What follows belongs to an exercise in optimizing a design on an open flow for small area, a short achievable clock period and few clock cycles per item; a production flow would make more cautious choices. At most, simulation tests tie the RTL to the original design; equivalence was not proved. The RTL of run 1 was laid out without a check of its function.

==> design/flow/design.v <==
module bq_csa #(parameter N = 8) (
    input  wire [N-1:0] a, b, c,
    output wire [N-1:0] s, co       
);
    assign s  = a ^ b ^ c;
    assign co = (a & b) | (a & c) | (b & c);
endmodule
module bq_rca #(parameter N = 8) (
    input  wire [N-1:0] a, b,
    input  wire         ci,
    output wire [N-1:0] s
);
    wire [N:0] c;
    assign c[0] = ci;
    genvar i;
    generate
        for (i = 0; i < N; i = i + 1) begin : g
            assign s[i]   = a[i] ^ b[i] ^ c[i];
            assign c[i+1] = (a[i] & b[i]) | (a[i] & c[i]) | (b[i] & c[i]);
        end
    endgenerate
endmodule
module bq_add3 #(parameter N = 8) (
    input  wire [N-1:0] a, b, c,
    output wire [N-1:0] s
);
    wire [N-1:0] ps, pc;
    bq_csa #(N) u_c (.a(a), .b(b), .c(c), .s(ps), .co(pc));
    bq_rca #(N) u_r (.a(ps), .b({pc[N-2:0], 1'b0}), .ci(1'b0), .s(s));
endmodule
module bq_div3 (
    input  wire [15:0] u,
    output wire [14:0] q,
    output wire [1:0]  r
);
    function [1:0] m3;
        input [1:0] a, b;
        begin
            case ({a, b})
                4'b0000: m3 = 2'd0; 4'b0001: m3 = 2'd1; 4'b0010: m3 = 2'd2;
                4'b0100: m3 = 2'd1; 4'b0101: m3 = 2'd2; 4'b0110: m3 = 2'd0;
                4'b1000: m3 = 2'd2; 4'b1001: m3 = 2'd0; 4'b1010: m3 = 2'd1;
                default: m3 = 2'bxx;
            endcase
        end
    endfunction
    wire [1:0] s0 [0:15];
    wire [1:0] s1 [0:15];
    wire [1:0] s2 [0:15];
    wire [1:0] s3 [0:15];
    wire [1:0] s4 [0:15];
    genvar i;
    generate
        for (i = 0; i < 16; i = i + 1) begin : g
            assign s0[i] = u[i] ? ((i % 2) ? 2'd2 : 2'd1) : 2'd0;
            assign s1[i] = (i + 1 < 16) ? m3(s0[i], s0[(i + 1) % 16]) : s0[i];
            assign s2[i] = (i + 2 < 16) ? m3(s1[i], s1[(i + 2) % 16]) : s1[i];
            assign s3[i] = (i + 4 < 16) ? m3(s2[i], s2[(i + 4) % 16]) : s2[i];
            assign s4[i] = (i + 8 < 16) ? m3(s3[i], s3[(i + 8) % 16]) : s3[i];
        end
        for (i = 0; i < 15; i = i + 1) begin : gq
            wire [1:0] rr = ((i + 1) % 2) ? {s4[i+1][0], s4[i+1][1]} : s4[i+1];
            assign q[i] = rr[1] | (rr[0] & u[i]);
        end
    endgenerate
    assign r = s4[0];
endmodule
module bd_quant (
    input  wire       clk,
    input  wire       rst,           
    input  wire       cmd_valid,
    output wire       cmd_ready,
    input  wire [3:0] cmd_alg,       
    input  wire [7:0] cmd_thresh,    
    input  wire [7:0] cmd_msize,     
    input  wire       cmd_inv,
    input  wire [7:0] cmd_width,     
    input  wire [7:0] cmd_height,    
    input  wire       pix_valid,
    output wire       pix_ready,
    input  wire [7:0] pix_r,
    input  wire [7:0] pix_g,
    input  wire [7:0] pix_b,
    output wire       out_valid,
    input  wire       out_ready,
    output wire       out_bit
);
    localparam RING = 240;
    reg        busy;
    reg        is_ed, is_bay;
    reg        k_fs, k_atk, k_jjn, k_stu, k_bur, k_sie, k_sl;
    reg [7:0]  thresh;
    reg [1:0]  nlog;
    reg        inv;
    reg [7:0]  wd, ht;           
    assign cmd_ready = !busy;
    wire accept = cmd_valid && !busy;
    wire k_b32 = k_bur || k_sie;
    reg        pr;               
    reg        s0v;
    reg [7:0]  s0r, s0g, s0b;
    reg [7:0]  xp, yp;           
    reg        all_in;
    reg        first;            
    reg [7:0]  hc;               
    assign pix_ready = pr;
    wire pix_fire = pix_valid && pr;
    reg [1:0]  fc;
    reg        ov;
    reg [2:0]  fb;
    assign out_valid = ov;
    assign out_bit   = fb[0];
    wire pop = ov && out_ready;
    reg        ve, vw;
    wire       credit = ({1'b0, fc} + {2'b0, ve}) <= 3'd2;
    wire       slot   = !is_ed || first || (hc == xp);
    wire       take   = s0v && credit && slot;
    wire [7:0] xp1 = xp + 8'd1;
    wire [7:0] yp1 = yp + 8'd1;
    wire       x_last = (xp1 == wd);
    wire       y_last = (yp1 == ht);
    wire [7:0] xp_n = !take ? xp : (x_last ? 8'd0 : xp1);
    wire [7:0] yp_n = !take ? yp : (x_last ? yp1 : yp);
    wire [7:0] hc_n = (take && first) ? 8'd1 : (hc == RING - 1) ? 8'd0 : hc + 8'd1;
    wire       first_n = first && !take;
    wire       s0v_n = pix_fire || (s0v && !take);
    wire [2:0] fc_n  = {1'b0, fc} + {2'b0, ve} - {2'b0, pop};
    wire       credit_n = (fc_n + {2'b0, take}) <= 3'd2;
    wire       slot_n = !is_ed || first_n || (hc_n == xp_n);
    wire       all_in_n = all_in || (pix_fire && (xp_n + 8'd1 == wd) && (yp_n + 8'd1 == ht));
    wire [12:0] t24;
    bq_rca #(13) u_t24 (.a({1'b0, thresh, 4'd0}), .b({2'b0, thresh, 3'd0}), .ci(1'b0), .s(t24));
    wire [17:0] k0;
    bq_rca #(18) u_k0 (.a({thresh, 10'd0}), .b(~{5'd0, t24}), .ci(1'b1), .s(k0));
    wire [18:0] k15;
    bq_rca #(19) u_k15 (.a({1'b0, k0}), .b({2'b0, k0[17:1]}), .ci(1'b0), .s(k15));
    reg signed [16:0] q1, q2;        
    reg        [5:0]  r1, r2;
    reg  [18:0] ra1 [0:RING-1];      
    reg  [17:0] ra2 [0:RING-1];      
    wire [16:0] qs = ve ? q1 : q2;
    wire [5:0]  rs = ve ? r1 : r2;
    wire        gb = is_ed && (xp >= 8'd2);
    reg  [19:0] rb1, rb2;
    reg  [2:0]  fbx;
    always @* begin
        rb1 = 20'd0;
        rb2 = 20'd0;
        fbx = 3'd0;
        if (k_atk)      rb1 = {{3{qs[16]}}, qs};                   
        else if (k_jjn) begin                                       
            rb1 = {{1{qs[16]}}, qs, 2'd0};
            rb2 = {{3{qs[16]}}, qs};
            fbx = (rs >= 6'd29) ? 3'd3 : (rs >= 6'd20) ? 3'd2 : (rs >= 6'd10) ? 3'd1 : 3'd0;
            if (rs >= 6'd39) fbx = 3'd4;
        end
        else if (k_stu) rb1 = {{1{qs[16]}}, qs, (rs >= 6'd32) ? 2'd3 : (rs >= 6'd21) ? 2'd2 : (rs >= 6'd11) ? 2'd1 : 2'd0};  
        else if (k_b32) begin
            if (k_bur)  rb1 = {{1{qs[16]}}, qs, rs[4:3]};           
            else begin                                              
                rb1 = {{2{qs[16]}}, qs, 1'b0};
                rb2 = {{3{qs[16]}}, qs};
                fbx = (rs >= 6'd22) ? 3'd2 : (rs >= 6'd11) ? 3'd1 : 3'd0;
            end
        end
        if (!gb) begin
            rb1 = 20'd0;
            rb2 = 20'd0;
            fbx = 3'd0;
        end
    end
    wire        gu = is_ed && (yp != 8'd0);
    wire [19:0] upv = gu ? {ra1[0][18], ra1[0]} : 20'd0;
    wire [19:0] rr = {12'd0, s0r}, gg = {12'd0, s0g}, bb = {12'd0, s0b};
    wire [19:0] l1s, l1c, l2s, l2c, l3s, l3c, l4s, l4c, l5s, l5c;
    bq_csa #(20) u_l1 (.a(rr << 8), .b(rr << 5), .c(rr << 3), .s(l1s), .co(l1c));
    bq_csa #(20) u_l2 (.a(rr << 1), .b(rr),      .c(gg << 9), .s(l2s), .co(l2c));
    bq_csa #(20) u_l3 (.a(gg << 6), .b(gg << 3), .c(gg << 1), .s(l3s), .co(l3c));
    bq_csa #(20) u_l4 (.a(gg),      .b(bb << 6), .c(bb << 5), .s(l4s), .co(l4c));
    bq_csa #(20) u_l5 (.a(bb << 4), .b(bb << 1), .c(upv),     .s(l5s), .co(l5c));
    wire [19:0] m1s, m1c, m2s, m2c, m3s, m3c, m4s, m4c;
    bq_csa #(20) u_m1 (.a(l1s), .b(l1c << 1), .c(l2s), .s(m1s), .co(m1c));
    bq_csa #(20) u_m2 (.a(l2c << 1), .b(l3s), .c(l3c << 1), .s(m2s), .co(m2c));
    bq_csa #(20) u_m3 (.a(l4s), .b(l4c << 1), .c(l5s), .s(m3s), .co(m3c));
    bq_csa #(20) u_m4 (.a(l5c << 1), .b(rb1), .c(rb2), .s(m4s), .co(m4c));
    wire [19:0] n1s, n1c, n2s, n2c, n3s, n3c;
    bq_csa #(20) u_n1 (.a(m1s), .b(m1c << 1), .c(m2s), .s(n1s), .co(n1c));
    bq_csa #(20) u_n2 (.a(m2c << 1), .b(m3s), .c(m3c << 1), .s(n2s), .co(n2c));
    bq_csa #(20) u_n3 (.a(m4s), .b(m4c << 1), .c({17'd0, fbx}), .s(n3s), .co(n3c));
    wire [19:0] o1s, o1c, o2s, o2c;
    bq_csa #(20) u_o1 (.a(n1s), .b(n1c << 1), .c(n2s), .s(o1s), .co(o1c));
    bq_csa #(20) u_o2 (.a(n2c << 1), .b(n3s), .c(n3c << 1), .s(o2s), .co(o2c));
    wire [19:0] p1s, p1c;
    bq_csa #(20) u_p1 (.a(o1s), .b(o1c << 1), .c(o2s), .s(p1s), .co(p1c));
    wire [19:0] p2s, p2c;
    bq_csa #(20) u_p2 (.a(p1s), .b(p1c << 1), .c(o2c << 1), .s(p2s), .co(p2c));
    wire [19:0] cval;
    bq_rca #(20) u_cv (.a(p2s), .b(p2c << 1), .ci(1'b0), .s(cval));
    function [1:0] b2;
        input r, c;
        begin
            case ({r, c})
                2'b00: b2 = 2'd0;
                2'b01: b2 = 2'd2;
                2'b10: b2 = 2'd3;
                default: b2 = 2'd1;
            endcase
        end
    endfunction
    reg [5:0] m6;
    always @* begin
        case (nlog)
            2'd1:    m6 = {b2(yp[0], xp[0]), 4'd0};
            2'd2:    m6 = {b2(yp[0], xp[0]), b2(yp[1], xp[1]), 2'd0};
            default: m6 = {b2(yp[0], xp[0]), b2(yp[1], xp[1]), b2(yp[2], xp[2])};
        endcase
    end
    reg [19:0] ce;
    reg [5:0]  m6e;
    reg        xg1e, xg2e, y0e, lste;
    reg [19:0] a1, a2;
    reg [2:0]  fa;
    wire [17:0] boff = 18'd3984 * m6e + ((6'd3 * m6e) >> 3);
    always @* begin
        a1 = 20'd0;
        a2 = 20'd0;
        fa = 3'd0;
        if (!is_ed) begin
            if (is_bay) a1 = {2'b0, boff};
        end else if (xg1e) begin
            if (k_fs || k_jjn) begin                                 
                a1 = {q1, 3'd0};
                a2 = ~{{3{q1[16]}}, q1};
                if (k_fs) fa = (({4'b0, r1[3:0]} * 8'd7) >> 4) + 3'd1;
                else      fa = ((r1 >= 6'd42) ? 3'd6 : (r1 >= 6'd35) ? 3'd5 : (r1 >= 6'd28) ? 3'd4 :
                                (r1 >= 6'd21) ? 3'd3 : (r1 >= 6'd14) ? 3'd2 : (r1 >= 6'd7) ? 3'd1 : 3'd0) + 3'd1;
            end
            else if (k_atk) a1 = {{3{q1[16]}}, q1};                  
            else if (k_stu) a1 = {q1[16], q1, (r1 >= 6'd37) ? 3'd7 : (r1 >= 6'd32) ? 3'd6 :
                                  (r1 >= 6'd27) ? 3'd5 : (r1 >= 6'd21) ? 3'd4 : (r1 >= 6'd16) ? 3'd3 :
                                  (r1 >= 6'd11) ? 3'd2 : (r1 >= 6'd6) ? 3'd1 : 3'd0};    
            else if (k_bur) a1 = {q1[16], q1, r1[4:2]};              
            else if (k_sie) begin                                    
                a1 = {{1{q1[16]}}, q1, 2'd0};
                a2 = {{3{q1[16]}}, q1};
                fa = ({3'b0, r1[4:0]} * 8'd5) >> 5;
            end
            else            a1 = {{2{q1[16]}}, q1, r1[1]};           
        end
    end
    wire [19:0] wcs, wcc;
    bq_csa #(20) u_w (.a(ce), .b(a1), .c(a2), .s(wcs), .co(wcc));
    wire signed [19:0] wv = wcs + {wcc[18:0], 1'b0} + {17'd0, fa};
    reg  [18:0] kx;      
    wire        dd = wv >= $signed({1'b0, kx});
    wire signed [18:0] ev = (dd && is_ed) ? wv - 20'sd255000 : wv;
    wire [15:0] uj = {1'b1, ~ev[18], ev[17:4]};
    wire [14:0] qj;
    wire [1:0]  r3;
    bq_div3 u_d3 (.u(uj), .q(qj), .r(r3));
    wire [18:0] us = {ev[18], ev[18:1]} + 19'd172032;
    wire [20:0] t3 = {2'b0, us} + {1'b0, us, 1'b0};
    wire [37:0] ps = ({t3, 18'd0} + {5'd0, t3, 12'd0}) + ({11'd0, t3, 6'd0} + {17'd0, us, 2'd0});
    wire [13:0] qsd = ps[37:24];
    wire [4:0]  r21 = us[4:0] + {qsd[4:0], 3'd0} + {qsd[3:0], 1'b0} + qsd[4:0];
    reg signed [16:0] qn;
    reg        [5:0]  rn;
    always @* begin
        if (k_fs)       begin qn = {{2{ev[18]}}, ev[18:4]};       rn = {2'b0, ev[3:0]}; end
        else if (k_atk) begin qn = {ev[18], ev[18:3]};            rn = {3'b0, ev[2:0]}; end
        else if (k_jjn) begin qn = {{3{~qj[14]}}, qj[13:0]};      rn = {r3, ev[3:0]}; end
        else if (k_stu) begin qn = {{4{~qsd[13]}}, qsd[12:0]};    rn = {r21, ev[0]}; end
        else if (k_b32) begin qn = {{3{ev[18]}}, ev[18:5]};       rn = {1'b0, ev[4:0]}; end
        else            begin qn = ev[18:2];                      rn = {4'b0, ev[1:0]}; end
    end
    wire dbit = dd ^ inv;
    reg        xg1w, xg2w, y0w, lstw;
    wire [17:0] qx = {q1[16], q1};
    wire        f2 = k_stu ? (r1 >= 6'd21) : r1[4];
    wire [1:0]  f4 = k_stu ? ((r1 >= 6'd32) ? 2'd3 : (r1 >= 6'd21) ? 2'd2 : (r1 >= 6'd11) ? 2'd1 : 2'd0) : r1[4:3];
    wire [2:0]  f8 = k_stu ? ((r1 >= 6'd37) ? 3'd7 : (r1 >= 6'd32) ? 3'd6 : (r1 >= 6'd27) ? 3'd5 :
                              (r1 >= 6'd21) ? 3'd4 : (r1 >= 6'd16) ? 3'd3 : (r1 >= 6'd11) ? 3'd2 :
                              (r1 >= 6'd6) ? 3'd1 : 3'd0) : r1[4:2];
    wire [1:0]  f3 = k_fs ? ((r1[3:0] >= 4'd11) ? 2'd2 : (r1[3:0] >= 4'd6) ? 2'd1 : 2'd0) :
                     k_jjn ? r1[5:4] :
                     ((r1[4:0] >= 5'd22) ? 2'd2 : (r1[4:0] >= 5'd11) ? 2'd1 : 2'd0);
    wire [2:0]  f5 = k_fs ? (({4'b0, r1[3:0]} * 8'd5) >> 4) :
                     k_jjn ? ((r1 >= 6'd39) ? 3'd4 : (r1 >= 6'd29) ? 3'd3 : (r1 >= 6'd20) ? 3'd2 : (r1 >= 6'd10) ? 3'd1 : 3'd0) :
                     (({3'b0, r1[4:0]} * 8'd5) >> 5);
    wire [2:0]  f7 = (r1 >= 6'd42) ? 3'd6 : (r1 >= 6'd35) ? 3'd5 : (r1 >= 6'd28) ? 3'd4 :
                     (r1 >= 6'd21) ? 3'd3 : (r1 >= 6'd14) ? 3'd2 : (r1 >= 6'd7) ? 3'd1 : 3'd0;
    wire [17:0] mq1 = qx;
    wire [17:0] mq2 = {qx[16:0], f2};
    wire [17:0] mq4 = {qx[15:0], f4};
    wire [17:0] mq8 = {qx[14:0], f8};
    wire [17:0] mq3, mq5, mq7;
    bq_add3 #(18) u_mq3 (.a({qx[16:0], 1'b0}), .b(qx), .c({16'd0, f3}), .s(mq3));
    bq_add3 #(18) u_mq5 (.a({qx[15:0], 2'd0}), .b(qx), .c({15'd0, f5}), .s(mq5));
    bq_add3 #(18) u_mq7 (.a({qx[14:0], 3'd0}), .b(~qx), .c({15'd0, f7} + 18'd1), .s(mq7));
    wire [17:0] ta = ({18{k_jjn}} & mq3) | ({18{k_stu || k_b32}} & mq2);
    wire [17:0] tb = ({18{k_fs}} & mq3) | ({18{k_atk || k_sl}} & mq1) | ({18{k_jjn}} & mq5) |
                     ({18{k_stu || k_b32}} & mq4);
    wire [17:0] tc = ({18{k_fs || k_sie}} & mq5) | ({18{k_atk || k_sl}} & mq1) | ({18{k_jjn}} & mq7) |
                     ({18{k_stu || k_bur}} & mq8);
    wire [17:0] td = ({18{k_fs || k_atk}} & mq1) | ({18{k_jjn}} & mq5) | ({18{k_stu || k_b32}} & mq4);
    wire [17:0] te = ({18{k_jjn || k_stu}} & mq1);
    wire [17:0] tf = ({18{k_jjn}} & mq3) | ({18{k_stu || k_sie}} & mq2);
    wire [17:0] tg = ({18{k_atk}} & mq1) | ({18{k_jjn}} & mq5) | ({18{k_stu}} & mq4) | ({18{k_sie}} & mq3);
    reg [18:0] p1a, p1b;
    reg [17:0] p2a, p2b;
    wire        g1 = vw && xg1w;
    wire        g2 = vw && xg2w;
    wire [18:0] a2z = y0w ? 19'd0 : {ra2[2][17], ra2[2]};
    wire [18:0] n1_x, n1_m1, n1_m2, p1a_n;
    wire [17:0] n2_x, n2_m1, n2_m2, p2a_n;
    wire [18:0] p1am = {19{xg1w}} & p1a;
    wire [17:0] p2am = {18{xg1w}} & p2a;
    wire [18:0] p1bm = {19{xg1w}} & p1b;
    wire [17:0] p2bm = {18{xg1w}} & p2b;
    bq_add3 #(19) u_n1x (.a(a2z), .b({tc[17], tc}), .c(p1am), .s(n1_x));
    bq_rca  #(18) u_n2x (.a(tg), .b(p2am), .ci(1'b0), .s(n2_x));
    bq_rca  #(19) u_n1a (.a(ra1[3]), .b({19{g1}} & {tb[17], tb}), .ci(1'b0), .s(n1_m1));
    bq_rca  #(18) u_n2a (.a(ra2[3]), .b({18{g1}} & tf), .ci(1'b0), .s(n2_m1));
    bq_rca  #(19) u_n1b (.a(ra1[4]), .b({19{g2}} & {ta[17], ta}), .ci(1'b0), .s(n1_m2));
    bq_rca  #(18) u_n2b (.a(ra2[4]), .b({18{g2}} & te), .ci(1'b0), .s(n2_m2));
    bq_rca  #(19) u_p1a (.a(p1bm), .b({td[17], td}), .ci(1'b0), .s(p1a_n));
    bq_rca  #(18) u_p2a (.a(p2bm), .b(tf), .ci(1'b0), .s(p2a_n));
    integer i;
    always @(posedge clk) begin
        for (i = 1; i < RING; i = i + 1) begin
            ra1[i] <= ra1[i-1];
            ra2[i] <= ra2[i-1];
        end
        ra1[0] <= ra1[RING-1];
        ra2[0] <= ra2[RING-1];
        if (vw) begin
            ra1[3] <= n1_x;
            ra2[3] <= n2_x;
        end
        ra1[4] <= n1_m1;
        ra2[4] <= n2_m1;
        ra1[5] <= n1_m2;
        ra2[5] <= n2_m2;
    end
    always @(posedge clk) begin
        if (!busy) begin
            is_ed  <= (cmd_alg == 4'd1) || (cmd_alg >= 4'd3 && cmd_alg <= 4'd8);
            is_bay <= (cmd_alg == 4'd2);
            k_fs   <= (cmd_alg == 4'd1);
            k_atk  <= (cmd_alg == 4'd3);
            k_jjn  <= (cmd_alg == 4'd4);
            k_stu  <= (cmd_alg == 4'd5);
            k_bur  <= (cmd_alg == 4'd6);
            k_sie  <= (cmd_alg == 4'd7);
            k_sl   <= (cmd_alg == 4'd8);
            thresh <= cmd_thresh;
            case (cmd_msize)
                8'd2:    nlog <= 2'd1;
                8'd8:    nlog <= 2'd3;
                default: nlog <= 2'd2;
            endcase
            inv    <= cmd_inv;
            wd     <= cmd_width;
            ht     <= cmd_height;
        end
        kx <= is_ed ? {1'b0, k0} : is_bay ? k15 : 19'd102001;
        if (!busy) begin
            xp     <= 8'd0;
            yp     <= 8'd0;
            all_in <= 1'b0;
            first  <= 1'b1;
        end else begin
            xp     <= xp_n;
            yp     <= yp_n;
            first  <= first_n;
            all_in <= all_in_n;
        end
        hc <= hc_n;
        if (rst) begin
            busy <= 1'b0;
            pr   <= 1'b0;
            s0v  <= 1'b0;
            ve   <= 1'b0;
            vw   <= 1'b0;
            fc   <= 2'd0;
            ov   <= 1'b0;
        end else begin
            if (accept)
                busy <= 1'b1;
            else if (vw && lstw)
                busy <= 1'b0;
            pr  <= accept || (busy && !all_in_n && (!s0v_n || (credit_n && slot_n)));
            s0v <= s0v_n;
            ve  <= take;
            vw  <= ve;
            fc  <= fc_n[1:0];
            ov  <= (fc_n != 3'd0);
        end
        if (pop) begin
            fb[0] <= fb[1];
            fb[1] <= fb[2];
        end
        if (ve) begin
            case (fc - {1'b0, pop})
                2'd0: fb[0] <= dbit;
                2'd1: fb[1] <= dbit;
                default: fb[2] <= dbit;
            endcase
        end
        if (vw) begin
            p1a <= p1a_n;
            p1b <= {ta[17], ta};
            p2a <= p2a_n;
            p2b <= te;
        end
        if (pr) begin
            s0r <= pix_r;
            s0g <= pix_g;
            s0b <= pix_b;
        end
        ce   <= cval;
        m6e  <= m6;
        xg1e <= (xp != 8'd0);
        xg2e <= (xp >= 8'd2);
        y0e  <= (yp == 8'd0);
        lste <= x_last && y_last;
        xg1w <= xg1e;
        xg2w <= xg2e;
        y0w  <= y0e;
        lstw <= lste;
        if (ve) begin
            q2   <= q1;
            r2   <= r1;
            q1   <= qn;
            r1   <= rn;
        end
    end
endmodule
==> design/flow/run.sh <==
#!/bin/bash
# synth_recipe.tcl (not shown) runs the flow's synth.tcl, then flattens the netlist and writes it again
# the make line also repeats each setting of config.mk as NAME=value (left out here)
make -C /OpenROAD-flow-scripts/flow DESIGN_CONFIG=/design/flow/config.mk WORK_HOME=/design/flow/orfs CLKGATE_MAP_FILE= SYNTH_SCRIPT=/design/flow/synth_recipe.tcl finish
==> design/flow/config.mk <==
export PLATFORM = sky130hd
export DESIGN_NAME = bd_quant
export DESIGN_NICKNAME = bd_quant
export VERILOG_FILES = /design/flow/design.v
export SDC_FILE = /design/flow/constraint.sdc
export NUM_CORES = 8
export LEC_CHECK = 0
export CAP_MARGIN = 20
export CORE_MARGIN = 2
export CORE_UTILIZATION = 70
export CTS_BUF_LIST = sky130_fd_sc_hd__clkbuf_4 sky130_fd_sc_hd__clkbuf_8 sky130_fd_sc_hd__clkbuf_16
export CTS_CLUSTER_SIZE = 30
export PLACE_DENSITY = 0.8
export SLEW_MARGIN = 20
export SYNTH_MEMORY_MAX_BITS = 16384
==> design/flow/constraint.sdc <==
create_clock -name core_clock -period 70.0 [get_ports {clk}]
set_input_delay 14.0000 -clock core_clock [delete_from_list [all_inputs] [get_ports {clk}]]
set_output_delay 14.0000 -clock core_clock [all_outputs]
set_load 0.01 [all_outputs]
==> results of run 1 <==
[metrics by stage]
step / std cells / instance area [um2]
2_1_floorplan: 12762 / 214000
3_3_place_gp: 16726 / 220000
[worst min-delay path by stage]
stage	end	slack, ps	cells past startpoint
2_1_floorplan	lstw	310	0
3_3_place_gp	ra1[143][13]	310	0
[cell families after synthesis]
logic type | Yosys count | share of synthesized area [%]
AO/OA/AOI/OAI | 830 | 2.62
XOR/XNOR | 204 | 0.893
adder cells (fa/ha/maj) | 826 | 6.33
buffers and inverters | 689 | 1.22
flip-flops | 9147 | 86.3
multiplexers | 74 | 0.368
other | 1 | 0.00175
AND/OR/NAND/NOR | 991 | 2.22
==> impl_metrics.toml, run 1 <==
[run_status]
status = "did not finish"
stop_stage = "detailed placement"
error = "[ERROR DPL-0033] detailed placement checks failed during check placement."

[synth]
yosysMostFrequentCell = "dfxtp_1"
synth-edff-count = 156
synth-seq-cells = 9147
syn-cell-area_um2 = 214000
ys_top_cells_by_count = "dfxtp_1 (8991), inv_1 (515), fa_1 (426)"
yosysSeqAreaShare_pct = 86.3
synth.distinct_cells = 107
yosys_warnings = 6
synth_fp_nets = 13653
synth_area_per_cell_um2 = 16.8
synth_top_area_share_pct = 84.2
netlist.top_cell.by_area = "dfxtp_1"
async_reset_ff_share_pct = 0
synth_flop_cell = "dfxtp_1"
synthCells = 12762
synth_area_leaders = "dfxtp_1 (84%), fa_1 (4.0%), ha_1 (2.3%)"

[floorplanning]
die_w_um = 557
die_y_um = 557
ios = 70
start_util_pct = 70.5
rows = 202

[placed_design]
port_buffers = 69
gp_congestion = 0.890
dp_hpwl_um = 444000
==> inputs of run 2 (changes only) <==
--- a/design/flow/design.v
+++ b/design/flow/design.v
@@ -65,6 +65,36 @@
     endgenerate
     assign r = s4[0];
 endmodule
+module bq_div48 (
+    input  wire [18:0] ev,
+    output wire [14:0] q,
+    output wire [1:0]  r3
+);
+    wire [15:0] uj = {1'b1, ~ev[18], ev[17:4]};
+    bq_div3 u_d3 (.u(uj), .q(q), .r(r3));
+endmodule
+module bq_div42 (
+    input  wire [18:0] ev,
+    output wire [13:0] q,
+    output wire [4:0]  r21
+);
+    wire [17:0] eu = {~ev[18], ev[17:1]};
+    wire [23:0] pr1 = {eu, 5'd0}, pr2 = {1'b0, eu, 4'd0}, pr3 = {6'd0, eu[17:1]},
+                pr4 = {7'd0, eu[17:2]}, pr5 = {12'd0, eu[17:7]}, pr6 = {13'd0, eu[17:8]},
+                pr7 = {17'd0, eu[17:12]}, pr8 = 24'h1e79ed;
+    wire [23:0] sa1, ca1, sa2, ca2, sb1, cb1, sb2, cb2, sc1, cc1, sd1, cd1;
+    bq_csa #(24) u_s1 (.a(pr1), .b(pr2), .c(pr3), .s(sa1), .co(ca1));
+    bq_csa #(24) u_s2 (.a(pr4), .b(pr5), .c(pr6), .s(sa2), .co(ca2));
+    bq_csa #(24) u_s3 (.a(sa1), .b({ca1[22:0], 1'b0}), .c(sa2), .s(sb1), .co(cb1));
+    bq_csa #(24) u_s4 (.a({ca2[22:0], 1'b0}), .b(pr7), .c(pr8), .s(sb2), .co(cb2));
+    bq_csa #(24) u_s5 (.a(sb1), .b({cb1[22:0], 1'b0}), .c(sb2), .s(sc1), .co(cc1));
+    bq_csa #(24) u_s6 (.a(sc1), .b({cc1[22:0], 1'b0}), .c({cb2[22:0], 1'b0}), .s(sd1), .co(cd1));
+    wire [23:0] ps = sd1 + {cd1[22:0], 1'b0};
+    wire [8:0]  f9 = ps[9:1];
+    wire [13:0] f21 = {f9, 4'd0} + {2'd0, f9, 2'd0} + {4'd0, f9};
+    assign q   = ps[23:10];
+    assign r21 = f21[13:9];
+endmodule
 module bd_quant (
     input  wire       clk,
     input  wire       rst,           
@@ -151,16 +181,15 @@
         else if (k_jjn) begin                                       
             rb1 = {{1{qs[16]}}, qs, 2'd0};
             rb2 = {{3{qs[16]}}, qs};
-            fbx = (rs >= 6'd29) ? 3'd3 : (rs >= 6'd20) ? 3'd2 : (rs >= 6'd10) ? 3'd1 : 3'd0;
-            if (rs >= 6'd39) fbx = 3'd4;
+            fbx = f5_48(rs);
         end
-        else if (k_stu) rb1 = {{1{qs[16]}}, qs, (rs >= 6'd32) ? 2'd3 : (rs >= 6'd21) ? 2'd2 : (rs >= 6'd11) ? 2'd1 : 2'd0};  
+        else if (k_stu) rb1 = {{1{qs[16]}}, qs, f4_42(rs)};         
         else if (k_b32) begin
             if (k_bur)  rb1 = {{1{qs[16]}}, qs, rs[4:3]};           
             else begin                                              
                 rb1 = {{2{qs[16]}}, qs, 1'b0};
                 rb2 = {{3{qs[16]}}, qs};
-                fbx = (rs >= 6'd22) ? 3'd2 : (rs >= 6'd11) ? 3'd1 : 3'd0;
+                fbx = {1'b0, f3_32(rs[4:0])};
             end
         end
         if (!gb) begin
@@ -215,54 +244,57 @@
             default: m6 = {b2(yp[0], xp[0]), b2(yp[1], xp[1]), b2(yp[2], xp[2])};
         endcase
     end
+    wire [17:0] boff = 18'd3984 * m6 + ((6'd3 * m6) >> 3);
     reg [19:0] ce;
-    reg [5:0]  m6e;
+    reg [17:0] boffe;
     reg        xg1e, xg2e, y0e, lste;
+    reg  [18:0] kx;      
+    function [2:0] f7_16;   input [3:0] r; f7_16 = (r >= 14) ? 6 : (r >= 12) ? 5 : (r >= 10) ? 4 : (r >= 7) ? 3 : (r >= 5) ? 2 : (r >= 3) ? 1 : 0; endfunction
+    function [2:0] f5_16;   input [3:0] r; f5_16 = (r >= 13) ? 4 : (r >= 10) ? 3 : (r >= 7) ? 2 : (r >= 4) ? 1 : 0; endfunction
+    function [1:0] f3_16;   input [3:0] r; f3_16 = (r >= 11) ? 2 : (r >= 6) ? 1 : 0; endfunction
+    function [2:0] f5_32;   input [4:0] r; f5_32 = (r >= 26) ? 4 : (r >= 20) ? 3 : (r >= 13) ? 2 : (r >= 7) ? 1 : 0; endfunction
+    function [1:0] f3_32;   input [4:0] r; f3_32 = (r >= 22) ? 2 : (r >= 11) ? 1 : 0; endfunction
+    function [2:0] f7_48;   input [5:0] r; f7_48 = (r >= 42) ? 6 : (r >= 35) ? 5 : (r >= 28) ? 4 : (r >= 21) ? 3 : (r >= 14) ? 2 : (r >= 7) ? 1 : 0; endfunction
+    function [2:0] f5_48;   input [5:0] r; f5_48 = (r >= 39) ? 4 : (r >= 29) ? 3 : (r >= 20) ? 2 : (r >= 10) ? 1 : 0; endfunction
+    function [2:0] f8_42;   input [5:0] r; f8_42 = (r >= 37) ? 7 : (r >= 32) ? 6 : (r >= 27) ? 5 : (r >= 21) ? 4 : (r >= 16) ? 3 : (r >= 11) ? 2 : (r >= 6) ? 1 : 0; endfunction
+    function [1:0] f4_42;   input [5:0] r; f4_42 = (r >= 32) ? 3 : (r >= 21) ? 2 : (r >= 11) ? 1 : 0; endfunction
     reg [19:0] a1, a2;
     reg [2:0]  fa;
-    wire [17:0] boff = 18'd3984 * m6e + ((6'd3 * m6e) >> 3);
     always @* begin
         a1 = 20'd0;
         a2 = 20'd0;
         fa = 3'd0;
         if (!is_ed) begin
-            if (is_bay) a1 = {2'b0, boff};
+            if (is_bay) a1 = {2'b0, boffe};
         end else if (xg1e) begin
             if (k_fs || k_jjn) begin                                 
                 a1 = {q1, 3'd0};
                 a2 = ~{{3{q1[16]}}, q1};
-                if (k_fs) fa = (({4'b0, r1[3:0]} * 8'd7) >> 4) + 3'd1;
-                else      fa = ((r1 >= 6'd42) ? 3'd6 : (r1 >= 6'd35) ? 3'd5 : (r1 >= 6'd28) ? 3'd4 :
-                                (r1 >= 6'd21) ? 3'd3 : (r1 >= 6'd14) ? 3'd2 : (r1 >= 6'd7) ? 3'd1 : 3'd0) + 3'd1;
+                fa = (k_fs ? f7_16(r1[3:0]) : f7_48(r1)) + 3'd1;
             end
             else if (k_atk) a1 = {{3{q1[16]}}, q1};                  
-            else if (k_stu) a1 = {q1[16], q1, (r1 >= 6'd37) ? 3'd7 : (r1 >= 6'd32) ? 3'd6 :
-                                  (r1 >= 6'd27) ? 3'd5 : (r1 >= 6'd21) ? 3'd4 : (r1 >= 6'd16) ? 3'd3 :
-                                  (r1 >= 6'd11) ? 3'd2 : (r1 >= 6'd6) ? 3'd1 : 3'd0};    
+            else if (k_stu) a1 = {q1[16], q1, f8_42(r1)};            
             else if (k_bur) a1 = {q1[16], q1, r1[4:2]};              
             else if (k_sie) begin                                    
                 a1 = {{1{q1[16]}}, q1, 2'd0};
                 a2 = {{3{q1[16]}}, q1};
-                fa = ({3'b0, r1[4:0]} * 8'd5) >> 5;
+                fa = f5_32(r1[4:0]);
             end
             else            a1 = {{2{q1[16]}}, q1, r1[1]};           
         end
     end
-    wire [19:0] wcs, wcc;
-    bq_csa #(20) u_w (.a(ce), .b(a1), .c(a2), .s(wcs), .co(wcc));
-    wire signed [19:0] wv = wcs + {wcc[18:0], 1'b0} + {17'd0, fa};
-    reg  [18:0] kx;      
+    wire [19:0] w1s, w1c, w2s, w2c;
+    bq_csa #(20) u_w1 (.a(ce), .b(a1), .c(a2), .s(w1s), .co(w1c));
+    bq_csa #(20) u_w2 (.a(w1s), .b({w1c[18:0], 1'b0}), .c({17'd0, fa}), .s(w2s), .co(w2c));
+    wire signed [19:0] wv = w2s + {w2c[18:0], 1'b0};
     wire        dd = wv >= $signed({1'b0, kx});
     wire signed [18:0] ev = (dd && is_ed) ? wv - 20'sd255000 : wv;
-    wire [15:0] uj = {1'b1, ~ev[18], ev[17:4]};
     wire [14:0] qj;
     wire [1:0]  r3;
-    bq_div3 u_d3 (.u(uj), .q(qj), .r(r3));
-    wire [18:0] us = {ev[18], ev[18:1]} + 19'd172032;
-    wire [20:0] t3 = {2'b0, us} + {1'b0, us, 1'b0};
-    wire [37:0] ps = ({t3, 18'd0} + {5'd0, t3, 12'd0}) + ({11'd0, t3, 6'd0} + {17'd0, us, 2'd0});
-    wire [13:0] qsd = ps[37:24];
-    wire [4:0]  r21 = us[4:0] + {qsd[4:0], 3'd0} + {qsd[3:0], 1'b0} + qsd[4:0];
+    wire [13:0] qsd;
+    wire [4:0]  r21;
+    bq_div48 u_d48 (.ev(ev), .q(qj), .r3(r3));
+    bq_div42 u_d42 (.ev(ev), .q(qsd), .r21(r21));
     reg signed [16:0] qn;
     reg        [5:0]  rn;
     always @* begin
@@ -277,18 +309,11 @@
     reg        xg1w, xg2w, y0w, lstw;
     wire [17:0] qx = {q1[16], q1};
     wire        f2 = k_stu ? (r1 >= 6'd21) : r1[4];
-    wire [1:0]  f4 = k_stu ? ((r1 >= 6'd32) ? 2'd3 : (r1 >= 6'd21) ? 2'd2 : (r1 >= 6'd11) ? 2'd1 : 2'd0) : r1[4:3];
-    wire [2:0]  f8 = k_stu ? ((r1 >= 6'd37) ? 3'd7 : (r1 >= 6'd32) ? 3'd6 : (r1 >= 6'd27) ? 3'd5 :
-                              (r1 >= 6'd21) ? 3'd4 : (r1 >= 6'd16) ? 3'd3 : (r1 >= 6'd11) ? 3'd2 :
-                              (r1 >= 6'd6) ? 3'd1 : 3'd0) : r1[4:2];
-    wire [1:0]  f3 = k_fs ? ((r1[3:0] >= 4'd11) ? 2'd2 : (r1[3:0] >= 4'd6) ? 2'd1 : 2'd0) :
-                     k_jjn ? r1[5:4] :
-                     ((r1[4:0] >= 5'd22) ? 2'd2 : (r1[4:0] >= 5'd11) ? 2'd1 : 2'd0);
-    wire [2:0]  f5 = k_fs ? (({4'b0, r1[3:0]} * 8'd5) >> 4) :
-                     k_jjn ? ((r1 >= 6'd39) ? 3'd4 : (r1 >= 6'd29) ? 3'd3 : (r1 >= 6'd20) ? 3'd2 : (r1 >= 6'd10) ? 3'd1 : 3'd0) :
-                     (({3'b0, r1[4:0]} * 8'd5) >> 5);
-    wire [2:0]  f7 = (r1 >= 6'd42) ? 3'd6 : (r1 >= 6'd35) ? 3'd5 : (r1 >= 6'd28) ? 3'd4 :
-                     (r1 >= 6'd21) ? 3'd3 : (r1 >= 6'd14) ? 3'd2 : (r1 >= 6'd7) ? 3'd1 : 3'd0;
+    wire [1:0]  f4 = k_stu ? f4_42(r1) : r1[4:3];
+    wire [2:0]  f8 = k_stu ? f8_42(r1) : r1[4:2];
+    wire [1:0]  f3 = k_fs ? f3_16(r1[3:0]) : k_jjn ? r1[5:4] : f3_32(r1[4:0]);
+    wire [2:0]  f5 = k_fs ? f5_16(r1[3:0]) : k_jjn ? f5_48(r1) : f5_32(r1[4:0]);
+    wire [2:0]  f7 = f7_48(r1);
     wire [17:0] mq1 = qx;
     wire [17:0] mq2 = {qx[16:0], f2};
     wire [17:0] mq4 = {qx[15:0], f4};
@@ -419,7 +444,7 @@
             s0b <= pix_b;
         end
         ce   <= cval;
-        m6e  <= m6;
+        boffe <= boff;
         xg1e <= (xp != 8'd0);
         xg2e <= (xp >= 8'd2);
         y0e  <= (yp == 8'd0);
==> design/flow/flow/run.sh (new file) <==
#!/bin/bash
# Layout flow: the standard ORFS flow (standard.sh), with the standard
# synthesis unchanged and these extra ORFS settings for the layout:
#  - the port buffers are plain buffers (buf_4) instead of the default delay cell;
#  - timing repair aims at the period the design can reach (about 15.5 ns)
#    rather than at the 70 ns clock, so the loop and port paths get sized.
# Each step's full output goes to a log file of its own in this folder.
set -uo pipefail
bash standard.sh synth > synth.log 2>&1 || { tail -20 synth.log; exit 1; }
bash standard.sh \
    "BUFFER_PORTS_ARGS=-buffer_cell sky130_fd_sc_hd__buf_4" \
    SETUP_SLACK_MARGIN=54.5 \
    finish > layout.log 2>&1 || { tail -20 layout.log; exit 1; }
==> design/flow/standard.sh (new file) <==
#!/bin/bash
# synth_recipe.tcl (not shown) runs the flow's synth.tcl, then flattens the netlist and writes it again
# the make line also repeats each setting of config.mk as NAME=value (left out here)
make -C /OpenROAD-flow-scripts/flow DESIGN_CONFIG=/design/flow/config.mk WORK_HOME=/design/flow/orfs CLKGATE_MAP_FILE= SYNTH_SCRIPT=/design/flow/synth_recipe.tcl "${@:-finish}"
==> design/flow/config.mk (replaced) <==
export PLATFORM = sky130hd
export DESIGN_NAME = bd_quant
export DESIGN_NICKNAME = bd_quant
export VERILOG_FILES = /design/flow/design.v
export SDC_FILE = /design/flow/constraint.sdc
export NUM_CORES = 8
export LEC_CHECK = 0
export ABC_AREA = 1
export CAP_MARGIN = 20
export CORE_MARGIN = 2
export CORE_UTILIZATION = 60
export CTS_BUF_LIST = sky130_fd_sc_hd__clkbuf_8 sky130_fd_sc_hd__clkbuf_16
export CTS_CLUSTER_DIAMETER = 80
export CTS_CLUSTER_SIZE = 24
export SLEW_MARGIN = 20
export SYNTH_MEMORY_MAX_BITS = 16384
removed: design/flow/run.sh
==> impl_metrics.toml, run 2 <==
[run_status]
status = "no timing/DRC/antenna violations"

[worst_setup_path]
crit_required_ps = 56000
reg2regPathDepth = 65
timing.rr.end = "r1[4]"
cp-start-kind = "register"
r2r_start = "k_sie"
endpoint = "cmd_ready"
worstSetupEndpointType = "primary output"
startpoint = "busy"
cp_max_fo = 2
path_class = "reg -> out"
crit_arrival_ps = 1580
r2r_slack_ps = 55730

[global_route]
grt_pass1_wl_um = 492000
grt_pass1_vias = 85568
grt_max_degree = 69
grt_antenna_before_repair = 10
grt_usage_pct = 17.3
gr-total-overflow = 0

[sta]
period_minus_slack_ps = 15580
rsz0062_at_grt = "true"
fin_tns_setup_ps = 0
relSlewSlack_pct = 29.4
hold_violations = 0
fmax_ghz = 0.0642
fin_crit_sh_pct = 22.3
setup_violations = 0
skew_ps = 59.0
tightest_slew_ps = 1060
report.final.slew_viol_count = 0

[synth]
synth-edff-count = 156
synth_area_leaders = "dfxtp_1 (84%), fa_1 (4.2%), ha_1 (2.2%)"
synth_fp_nets = 14103
synth_flop_cell = "dfxtp_1"
syn-cell-area_um2 = 214000
yosysSeqAreaShare_pct = 86.6
async_reset_ff_share_pct = 0
ys_top_cells_by_count = "dfxtp_1 (9003), nand2_1 (867), inv_1 (839)"
synth_top_area_share_pct = 84.4
yosys_warnings = 6
synthCells = 13211
synth_area_per_cell_um2 = 16.2
synth-seq-cells = 9159
netlist.top_cell.by_area = "dfxtp_1"
yosysMostFrequentCell = "dfxtp_1"
synth.distinct_cells = 73

[drt]
ant_nets = 0
viasPerCell = 4.48
wirelength_um = 310000
drt_iter0_drc = 4713
firstDrtPassIters = 6
vias = 82706
drc = 0
avgRoutedWirePerCell_um = 16.8

[cells_and_area]
final_cells = 18478
largest_register_ffs = 4560
area_growth_syn_to_layout_pct = 8.65
fin_nets = 14551
layout_common_cells = "dfxtp_1 (8996), nand2_1 (866), inv_1 (848)"
layout_commonest_cell = "dfxtp_1"
regMostFlops = "ra1"
drive_gt1_share_pct = 5.20
largestRegisters = "ra1: 4560 flops, ra2: 4320 flops, ce: 20 flops"
stdcell_area_um2 = 232000

[floorplanning]
die_area_um2 = 361000
coreArea_um2 = 355000
rows = 219
die_y_um = 601
start_util_pct = 60.1
ios = 70
die_w_um = 601

[clocking]
clk_pin_slew_ps = 90
cts-root-buf = "clkbuf_16"
clkSinkCount = 9159
htreeDepth = 5
cts_tree = "yes"
clockBufferDepth = 4
clock_latency_ps = 970
cts_inserted_buffers = 433

[run]
maxCapViolCount = 0

[min_path]
min_path_type = "reg -> reg"

[placed_design]
placed_area_um2 = 220000
port_buffers = 69
dp_hpwl_um = 189000
gp_congestion = 0.856
place_inst = 17969
## run 2: cell types whose count changed after synthesis, moves of 43 or more
cell | previous run | this run
xor2_1 | 54 | 100
nand3_1 | 56 | 113
a21boi_0 | 51 | 3
o21ai_0 | 155 | 198
nand2_1 | 295 | 867
mux2i_1 | 46 | 3
nor2b_1 | 66 | 0
xnor2_1 | 139 | 46
inv_1 | 515 | 839
and2_1 | 62 | 5
## run 2: metrics by stage
| stage | hold slack, ps | setup WS (ps) | utilization [%] |
|---|---|---|---|
| finish | 293 | 54420 | 65.3 |
| global route | 287 | 54330 | 65.3 |
| CTS | 282 | 54310 | 65.3 |
| detailed placement | 312 | 54110 | 62.0 |
| global placement | 310 | 53980 | 62.0 |
| floorplan | 310 | 54520 | - |
## run 2: cells by family after synthesis
family	share of synthesized area, %
fa+ha+maj	6.40
compound gates	1.81
other cells	0.00176
xor+xnor	0.640
flops	86.6
buf+inv	1.76
mux	0.0141
simple gates	2.79
## run 2: worst min path at each step
stage	from	end	slack (ps)	depth (start not counted)
final	ra1[37][15]	ra1[38][15]	290	0
after global routing	ra1[22][4]	ra1[23][4]	290	0
after CTS	ra1[38][13]	ra1[39][13]	280	0
after detailed placement	ra1[133][4]	ra1[134][4]	310	0
after global placement	ra2[72][7]	ra2[73][7]	310	0
after floorplan	lste	lstw	310	0
## run 2: per-layer routing
metal  track usage (%)  vias up  wire length, um
li1                  -    41546                -
met1              26.9    39365           160000
met2              25.5     1254           129000
met3              2.28      539            11800
met4              4.85        2             8650
met5                 0        -                8
## run 2: final cells by class
type,count,area [um2]
Antenna cell,6,15.0
Clock buffer,437,10900
Clock inverter,60,937
Fill cell,24444,123000
Inverter,872,3280
Multi-Input combinational cell,3061,24900
Sequential cell,9159,185000
Tap cell,4751,5940
Timing Repair Buffer,132,1080
## run 2: critical path, stage by stage, from the launching register on
cell and delay, ps:
dfxtp_4 370, inv_4 40, buf_12 110, buf_6 110
## run 2: what timing repair did
item / in CTS / in global routing
resized for setup: 13 / 2
setup endpoints to repair: 4 / 3
gates cloned: 2 / 0
buffers inserted: 4 / 0
hold buffers: 0 / 0
endpoints found under the hold margin: 0 / 0
Testbench counts of run 2, summed over its fixed seeds: cycles 61,568, items 61,440.
==> inputs of run 3 (changes only) <==
--- a/design/flow/config.mk
+++ b/design/flow/config.mk
@@ -9,8 +9,8 @@
 export CAP_MARGIN = 20
 export CORE_MARGIN = 2
 export CORE_UTILIZATION = 60
-export CTS_BUF_LIST = sky130_fd_sc_hd__clkbuf_8 sky130_fd_sc_hd__clkbuf_16
+export CTS_BUF_LIST = sky130_fd_sc_hd__clkbuf_16
 export CTS_CLUSTER_DIAMETER = 80
-export CTS_CLUSTER_SIZE = 24
+export CTS_CLUSTER_SIZE = 32
 export SLEW_MARGIN = 20
 export SYNTH_MEMORY_MAX_BITS = 16384
==> impl_metrics.toml, run 3 <==
[min_path]
min_path_type = "reg -> reg"

[drt]
wirelength_um = 305000
ant_nets = 0
avgRoutedWirePerCell_um = 16.6
drc = 0
vias = 81857
firstDrtPassIters = 6
drt_iter0_drc = 4623
viasPerCell = 4.45

[cells_and_area]
drive_gt1_share_pct = 4.56
final-seq-area_um2 = 185000
layout_commonest_cell = "dfxtp_1"
area_growth_syn_to_layout_pct = 7.58
multi_input_area_um2 = 24900
layout_common_cells = "dfxtp_1 (8996), nand2_1 (866), inv_1 (844)"
fin_nets = 14458
final_cells = 18381
nFillCells = 24780
largest_register_ffs = 4560
regMostFlops = "ra1"
largestRegisters = "ra1: 4560 flops, ra2: 4320 flops, ce: 20 flops"

[worst_setup_path]
path_class = "reg -> out"
cp-start-kind = "register"
critPathSlowestCell = "dfxtp_4"
r2r_slack_ps = 55730
slowest_delay_ps = 370
cp_top_family = "flip-flops"
crit_required_ps = 56000
cp_max_fo = 2
worstPathCellList = "inv_4, buf_12, buf_6"
crit_buf_inv = 3
crit_arrival_ps = 1570
worstSetupEndpointType = "primary output"

[global_route]
grt_pass1_wl_um = 483000
grt_max_degree = 69
grt_usage_pct = 16.9
grt_pass1_vias = 83529
grt_antenna_before_repair = 9
gr-total-overflow = 0

[sta]
setup_violations = 0
fin_tns_setup_ps = 0
report.final.slew_viol_count = 0
tightest_slew_ps = 1040
period_minus_slack_ps = 15570
hold_violations = 0
rsz0062_at_grt = "true"
relSlewSlack_pct = 30.6
fin_crit_sh_pct = 22.2
timing.hold.ws_ps = 287
skew_ps = 53.3
fmax_ghz = 0.0642

[synth]
yosysSeqAreaShare_pct = 86.6
synthCells = 13211
yosysMostFrequentCell = "dfxtp_1"
synth_area_leaders = "dfxtp_1 (84%), fa_1 (4.2%), ha_1 (2.2%)"
async_reset_ff_share_pct = 0
netlist.top_cell.by_area = "dfxtp_1"
syn-cell-area_um2 = 214000
synth_top_area_share_pct = 84.4
synth_fp_nets = 14103
synth.distinct_cells = 73
synth-edff-count = 156
synth_flop_cell = "dfxtp_1"
ys_top_cells_by_count = "dfxtp_1 (9003), nand2_1 (867), inv_1 (839)"
synth_area_per_cell_um2 = 16.2
yosys_warnings = 6
synth-seq-cells = 9159

[placed_design]
dp_hpwl_um = 189000
gp_congestion = 0.856
place_inst = 17969
port_buffers = 69

[floorplanning]
rows = 219
ios = 70
coreArea_um2 = 355000
die_area_um2 = 361000
die_y_um = 601
start_util_pct = 60.1
die_w_um = 601

[run_status]
status = "no timing/DRC/antenna violations"

[clocking]
clockBufferDepth = 4
clock_latency_ps = 940
cts-root-buf = "clkbuf_16"
ctsHoldBuffers = 0
htreeDepth = 5
clk_pin_slew_ps = 110
cts_inserted_buffers = 340
cts_tree = "yes"
clkSinkCount = 9159

[run]
maxCapViolCount = 0
## run 3: cell counts after synthesis
No cell type changed its count.
## run 3: final cells by class
class                      count  share of cell area (%)
clock buffer                 344                    3.75
antenna                        4                 0.00436
multi-input combinational   3061                    10.8
clock inverter                58                   0.430
sequential                  9159                    80.5
timing repair buffer         132                   0.471
inverter                     872                    1.43
tap                         4751                    2.59
## run 3: path summary, 6_finish.rpt
| path | start | to | depth (start not counted) |
|---|---|---|---|
| max | busy | cmd_ready | 3 |
| min | ra2[114][7] | ra2[115][7] | 0 |
| max reg2reg | k_sie | r1[4] | 65 |
| min reg2reg | ra2[114][7] | ra2[115][7] | 0 |
## run 3: layer usage
layer	vias up	wire length (um)	track usage [%]	part of all wire, %
li1	41320	-	-	-
met1	38941	160000	26.6	53
met2	1122	126000	24.9	41
met3	470	10500	2.13	3.4
met4	4	8070	4.51	2.6
met5	-	19	0	0.0062
## run 3: kinds of logic (layout without fill, tap and decap cells)
family	Yosys count	count (layout)	share of synthesized area, %
flip-flops	9159	9159	86.6
AND/OR/NAND/NOR	1444	1444	2.79
buffers and inverters	991	1406	1.76
adder cells (fa/ha/maj)	826	826	6.40
AO/OA/AOI/OAI	636	636	1.81
XOR/XNOR	151	151	0.640
multiplexers	3	3	0.0141
other	1	5	0.00176
## run 3: through the flow
stage	cell area (um2)	utilization, %	setup slack [ps]
floorplan	214000	-	54520
global placement	220000	62.0	53980
detailed placement	220000	62.0	54110
CTS	230000	64.7	54330
global route	230000	64.7	54350
finish	230000	64.7	54430
## run 3: timing repair
item | in CTS | in global routing
hold endpoints to repair | 0 | 0
setup buffers | 4 | 0
endpoints found under the setup margin | 4 | 2
gates resized for setup | 13 | 2
cloned | 2 | 0
==> inputs of run 4 (changes only) <==
--- a/design/flow/config.mk
+++ b/design/flow/config.mk
@@ -9,8 +9,8 @@
 export CAP_MARGIN = 20
 export CORE_MARGIN = 2
 export CORE_UTILIZATION = 60
-export CTS_BUF_LIST = sky130_fd_sc_hd__clkbuf_16
-export CTS_CLUSTER_DIAMETER = 80
-export CTS_CLUSTER_SIZE = 32
+export CTS_BUF_LIST = sky130_fd_sc_hd__clkbuf_8
+export CTS_CLUSTER_DIAMETER = 60
+export CTS_CLUSTER_SIZE = 20
 export SLEW_MARGIN = 20
 export SYNTH_MEMORY_MAX_BITS = 16384
==> impl_metrics.toml, run 4 <==
[synth]
yosys_warnings = 6
synth_area_per_cell_um2 = 16.2
synth-seq-cells = 9159
syn-cell-area_um2 = 214000
synth-edff-count = 156
yosysSeqAreaShare_pct = 86.6
synthCells = 13211
yosysMostFrequentCell = "dfxtp_1"
synth.distinct_cells = 73
async_reset_ff_share_pct = 0
synth_fp_nets = 14103
ys_top_cells_by_count = "dfxtp_1 (9003), nand2_1 (867), inv_1 (839)"
netlist.top_cell.by_area = "dfxtp_1"
synth_flop_cell = "dfxtp_1"
synth_top_area_share_pct = 84.4
synth_area_leaders = "dfxtp_1 (84%), fa_1 (4.2%), ha_1 (2.2%)"

[worst_setup_path]
worstSetupEndpointType = "primary output"
cp-start-kind = "register"
reg2regPathDepth = 64
r2r_slack_ps = 55520
crit_arrival_ps = 1780
cp_max_fo = 2
path_class = "reg -> out"
crit_required_ps = 56000
r2r_start = "k_bur"
timing.rr.end = "r1[4]"

[placed_design]
dp_hpwl_um = 189000
place_inst = 17969
port_buffers = 69
gp_congestion = 0.856

[cells_and_area]
layout_common_cells = "dfxtp_1 (8996), nand2_1 (866), inv_1 (845)"
layout_commonest_cell = "dfxtp_1"
drive_gt1_share_pct = 6.37
largest_register_ffs = 4560
final_cells = 18648
largestRegisters = "ra1: 4560 flops, ra2: 4320 flops, ce: 20 flops"
area_growth_syn_to_layout_pct = 7.27
regMostFlops = "ra1"
fin_nets = 14674

[global_route]
grt_usage_pct = 16.9
grt_max_degree = 69
gr-total-overflow = 0
grt_pass1_wl_um = 484000
grt_antenna_before_repair = 12
grt_pass1_vias = 85325

[floorplanning]
start_util_pct = 60.1
die_y_um = 601
die_w_um = 601
coreArea_um2 = 355000
rows = 219
ios = 70
die_area_um2 = 361000

[min_path]
min_from = "ra1[234][8]"
whs_path_depth = 0
min_to = "ra1[235][8]"
min_path_type = "reg -> reg"

[drt]
avgRoutedWirePerCell_um = 16.3
vias = 83057
wirelength_um = 304000
drc = 0
firstDrtPassIters = 6
ant_nets = 0
drt_iter0_drc = 4188
viasPerCell = 4.45

[sta]
report.final.slew_viol_count = 0
relSlewSlack_pct = 30.3
fin_crit_sh_pct = 22.5
hold_violations = 0
fmax_ghz = 0.0634
tightest_slew_ps = 1040
fin_tns_setup_ps = 0
timing.hold.ws_ps = 280
skew_ps = 82.8
period_minus_slack_ps = 15780
rsz0062_at_grt = "true"
setup_violations = 0

[clocking]
cts_inserted_buffers = 556
clockBufferDepth = 4
clock_latency_ps = 1160
clkSinkCount = 9159
htreeDepth = 6
cts_tree = "yes"
cts-root-buf = "clkbuf_8"
clk_pin_slew_ps = 110

[run_status]
status = "no timing/DRC/antenna violations"

[run]
maxCapViolCount = 0
[run 4: worst max-delay path by stage]
| stage | from | to | slack (ps) | depth (start not counted) |
|---|---|---|---|---|
| floorplan | out_ready | pr | 54520 | 14 |
| global placement | out_ready | pr | 53980 | 15 |
| detailed placement | out_ready | pr | 54110 | 15 |
| CTS | busy | cmd_ready | 54060 | 3 |
| global route | busy | cmd_ready | 54120 | 3 |
| finish | busy | cmd_ready | 54220 | 3 |
[run 4: stage by stage]
step	utilization, %	setup slack [ps]	instance area, um2
CTS	64.5	54060	229000
detailed placement	62.0	54110	220000
finish	64.5	54220	229000
global route	64.5	54120	229000
global placement	62.0	53980	220000
floorplan	-	54520	214000
[run 4: cell families after synthesis]
logic type / share of synthesized area (%)
compound gates: 1.81
xor+xnor: 0.640
mux: 0.0141
fa+ha+maj: 6.40
other cells: 0.00176
simple gates: 2.79
buf+inv: 1.76
flops: 86.6
[run 4: what timing repair did]
item	4_1_cts	5_1_grt
resized for setup	14	0
hold buffers	0	0
pin swaps	0	0
endpoints found under the setup margin	4	4
setup buffers	4	0
gates cloned	2	0
[run 4: worst max-delay path, stage by stage (launching register included)]
cell	delay, ps
dfxtp_4	380
inv_6	40
buf_12	120
buf_6	110
[run 4: layout make-up]
class                           count  area [um2]
Sequential cell                  9159      185000
Fill cell                       24984      126000
Multi-Input combinational cell   3061       24900
Clock buffer                      562        7730
Tap cell                         4751        5940
Inverter                          872        3280
Clock inverter                    105        1190
Timing Repair Buffer              132        1080
Antenna cell                        6        15.0
[run 4: per-layer routing]
layer / track usage, % / vias up / share of wire [%]
li1: - / 41738 / -
met1: 26.3 / 39441 / 52
met2: 24.3 / 1309 / 41
met3: 2.80 / 567 / 4.1
met4: 5.20 / 2 / 2.8
met5: 0 / - / 0.0026
==> inputs of run 5 (changes only) <==
==> design/flow/run.sh (new file) <==
#!/bin/bash
# synth_recipe.tcl (not shown) runs the flow's synth.tcl, then flattens the netlist and writes it again
# the make line also repeats each setting of config.mk as NAME=value (left out here)
make -C /OpenROAD-flow-scripts/flow DESIGN_CONFIG=/design/flow/config.mk WORK_HOME=/design/flow/orfs CLKGATE_MAP_FILE= SYNTH_SCRIPT=/design/flow/synth_recipe.tcl finish
--- a/design/flow/config.mk
+++ b/design/flow/config.mk
@@ -9,8 +9,8 @@
 export CAP_MARGIN = 20
 export CORE_MARGIN = 2
 export CORE_UTILIZATION = 60
-export CTS_BUF_LIST = sky130_fd_sc_hd__clkbuf_8
-export CTS_CLUSTER_DIAMETER = 60
-export CTS_CLUSTER_SIZE = 20
+export CTS_BUF_LIST = sky130_fd_sc_hd__clkbuf_8 sky130_fd_sc_hd__clkbuf_16
+export CTS_CLUSTER_DIAMETER = 80
+export CTS_CLUSTER_SIZE = 24
 export SLEW_MARGIN = 20
 export SYNTH_MEMORY_MAX_BITS = 16384
removed: design/flow/flow/run.sh
removed: design/flow/standard.sh
==> impl_metrics.toml, run 5 <==
[run_status]
status = "no timing/DRC/antenna violations"

[sta]
period_minus_slack_ps = 16330
fin_tns_setup_ps = 0
fin_crit_sh_pct = 23.3
hold_violations = 0
tightest_slew_ps = 1140
relSlewSlack_pct = 24.0
rsz0062_at_grt = "false"
setup_violations = 0
report.final.slew_viol_count = 0
skew_ps = 52.3
fmax_ghz = 0.0612

[global_route]
grt_pass1_wl_um = 498000
grt_max_degree = 59
grt_usage_pct = 17.5
grt_pass1_vias = 86233
gr-total-overflow = 0
grt_antenna_before_repair = 3

[worst_setup_path]
path_class = "reg -> out"
r2r_start = "k_sie"
slowest_delay_ps = 650
worstSetupEndpointType = "primary output"
cp_max_fo = 26
startpoint = "pr"
critPathSlowestCell = "clkdlybuf4s50_1"
crit_arrival_ps = 2330
cp-start-kind = "register"
worstPathCellList = "buf_4, clkdlybuf4s50_1"
crit_required_ps = 56000

[clocking]
htreeDepth = 5
clockBufferDepth = 4
postCtsSetupBuffers = 0
cts-root-buf = "clkbuf_16"
cts_inserted_buffers = 436
ctsHoldBuffers = 0
clkSinkCount = 9159
clk_pin_slew_ps = 90
clock_latency_ps = 960
cts_resized = 0
cts_tree = "yes"

[synth]
synth_area_per_cell_um2 = 16.2
yosysMostFrequentCell = "dfxtp_1"
synth-seq-cells = 9159
synth.distinct_cells = 73
async_reset_ff_share_pct = 0
ys_top_cells_by_count = "dfxtp_1 (9003), nand2_1 (867), inv_1 (839)"
yosysSeqAreaShare_pct = 86.6
synth_area_leaders = "dfxtp_1 (84%), fa_1 (4.2%), ha_1 (2.2%)"
synth_fp_nets = 14103
synth_top_area_share_pct = 84.4
syn-cell-area_um2 = 214000
netlist.top_cell.by_area = "dfxtp_1"
synth-edff-count = 156
synth_flop_cell = "dfxtp_1"
synthCells = 13211
yosys_warnings = 6

[drt]
vias = 83014
drt_iter0_drc = 4729
wirelength_um = 314000
avgRoutedWirePerCell_um = 17.0
viasPerCell = 4.49
firstDrtPassIters = 5
ant_nets = 0
drc = 0

[placed_design]
gp_congestion = 0.873
port_buffers = 69
dp_hpwl_um = 193000
place_inst = 17975

[cells_and_area]
layout_commonest_cell = "dfxtp_1"
final_cells = 18479
fin_nets = 14554
layout_common_cells = "dfxtp_1 (9000), nand2_1 (866), inv_1 (847)"
largestRegisters = "ra1: 4560 flops, ra2: 4320 flops, ce: 20 flops"
regMostFlops = "ra1"
area_growth_syn_to_layout_pct = 8.70
largest_register_ffs = 4560
drive_gt1_share_pct = 4.70

[min_path]
min_path_type = "reg -> reg"
min_from = "ra2[105][13]"

[floorplanning]
rows = 219
die_w_um = 601
start_util_pct = 60.1
ios = 70
coreArea_um2 = 355000
die_area_um2 = 361000
die_y_um = 601

[run]
maxCapViolCount = 0
==> run 5: final cells by class <==
cell class	instances	area, um2
Tap cell	4751	5940
Fill cell	24333	123000
Antenna cell	4	10.0
Inverter	872	3280
Clock inverter	59	867
Clock buffer	441	11000
Timing Repair Buffer	132	1160
Multi-Input combinational cell	3061	24900
Sequential cell	9159	185000
==> run 5: worst max-delay path: cells and delay by family, from the launching register on <==
family,cells,cell delay [ps]
flops,1,320
buf+inv,2,1050
==> run 5: stage by stage <==
stage,setup slack [ps],utilization (%),cell area (um2),hold WS [ps]
after floorplan,54250,-,214000,310
after global placement,53610,62.0,220000,309
after detailed placement,53840,62.0,220000,312
after CTS,53520,65.4,232000,297
after global routing,53530,65.4,232000,304
final,53670,65.4,232000,304
==> run 5: metal layers <==
metal | routed length, um | GRT usage [%] | up-vias
met5 | 0 | 0 | -
met3 | 11400 | 2.31 | 531
met1 | 162000 | 27.1 | 39691
met4 | 8020 | 4.62 | 0
li1 | - | - | 41568
met2 | 133000 | 26.2 | 1224
==> run 5: logic make-up after synthesis <==
kind of cell,count (synthesis),synth area share [%]
XOR/XNOR,151,0.640
flip-flops,9159,86.6
AND/OR/NAND/NOR,1444,2.79
multiplexers,3,0.0141
AO/OA/AOI/OAI,636,1.81
buffers and inverters,991,1.76
adder cells (fa/ha/maj),826,6.40
other,1,0.00176
==> run 5: worst paths after layout <==
path              cells past startpoint  slack [ps]      endpoint
setup / recovery                      2       53670     pix_ready
hold / removal                        0         300  ra2[106][13]
setup reg to reg                     63       55250         r1[4]
hold reg to reg                       0         300  ra2[106][13]

separate check: timing with driven ports:
The flow's constraints put no driver on any port. The routed layouts listed below were extracted and timed again, unchanged, in two steps.
Step 1, drivers: a clkbuf_16 drives clk and a buf_2 each remaining input, both assumed.
Step 2 moves the port delays by t, midway between the first and last clock arrival at a register: inputs arrive t later, outputs are due t later. That takes back most of the time a late clock gives input paths.
Slacks: ideal / step 1 / step 2; pairs: ideal / step 1.
run | t, ns | setup WS [ns] | cell pins on the clock port's net
run 2 | 1.039 | 54.419 / 54.315 / 54.054 | 1
run 3 | 1.024 | 54.428 / 54.324 / 54.053 | 1
run 4 | 1.221 | 54.218 / 54.118 / 54.088 | 1
run 5 | 1.040 | 53.669 / 53.564 / 53.820 | 1
After both steps every run listed still meets setup and hold. For run 3, which loses most, drivers alone change the setup slack by -0.104 ns; drivers and shift together by -0.375 ns.
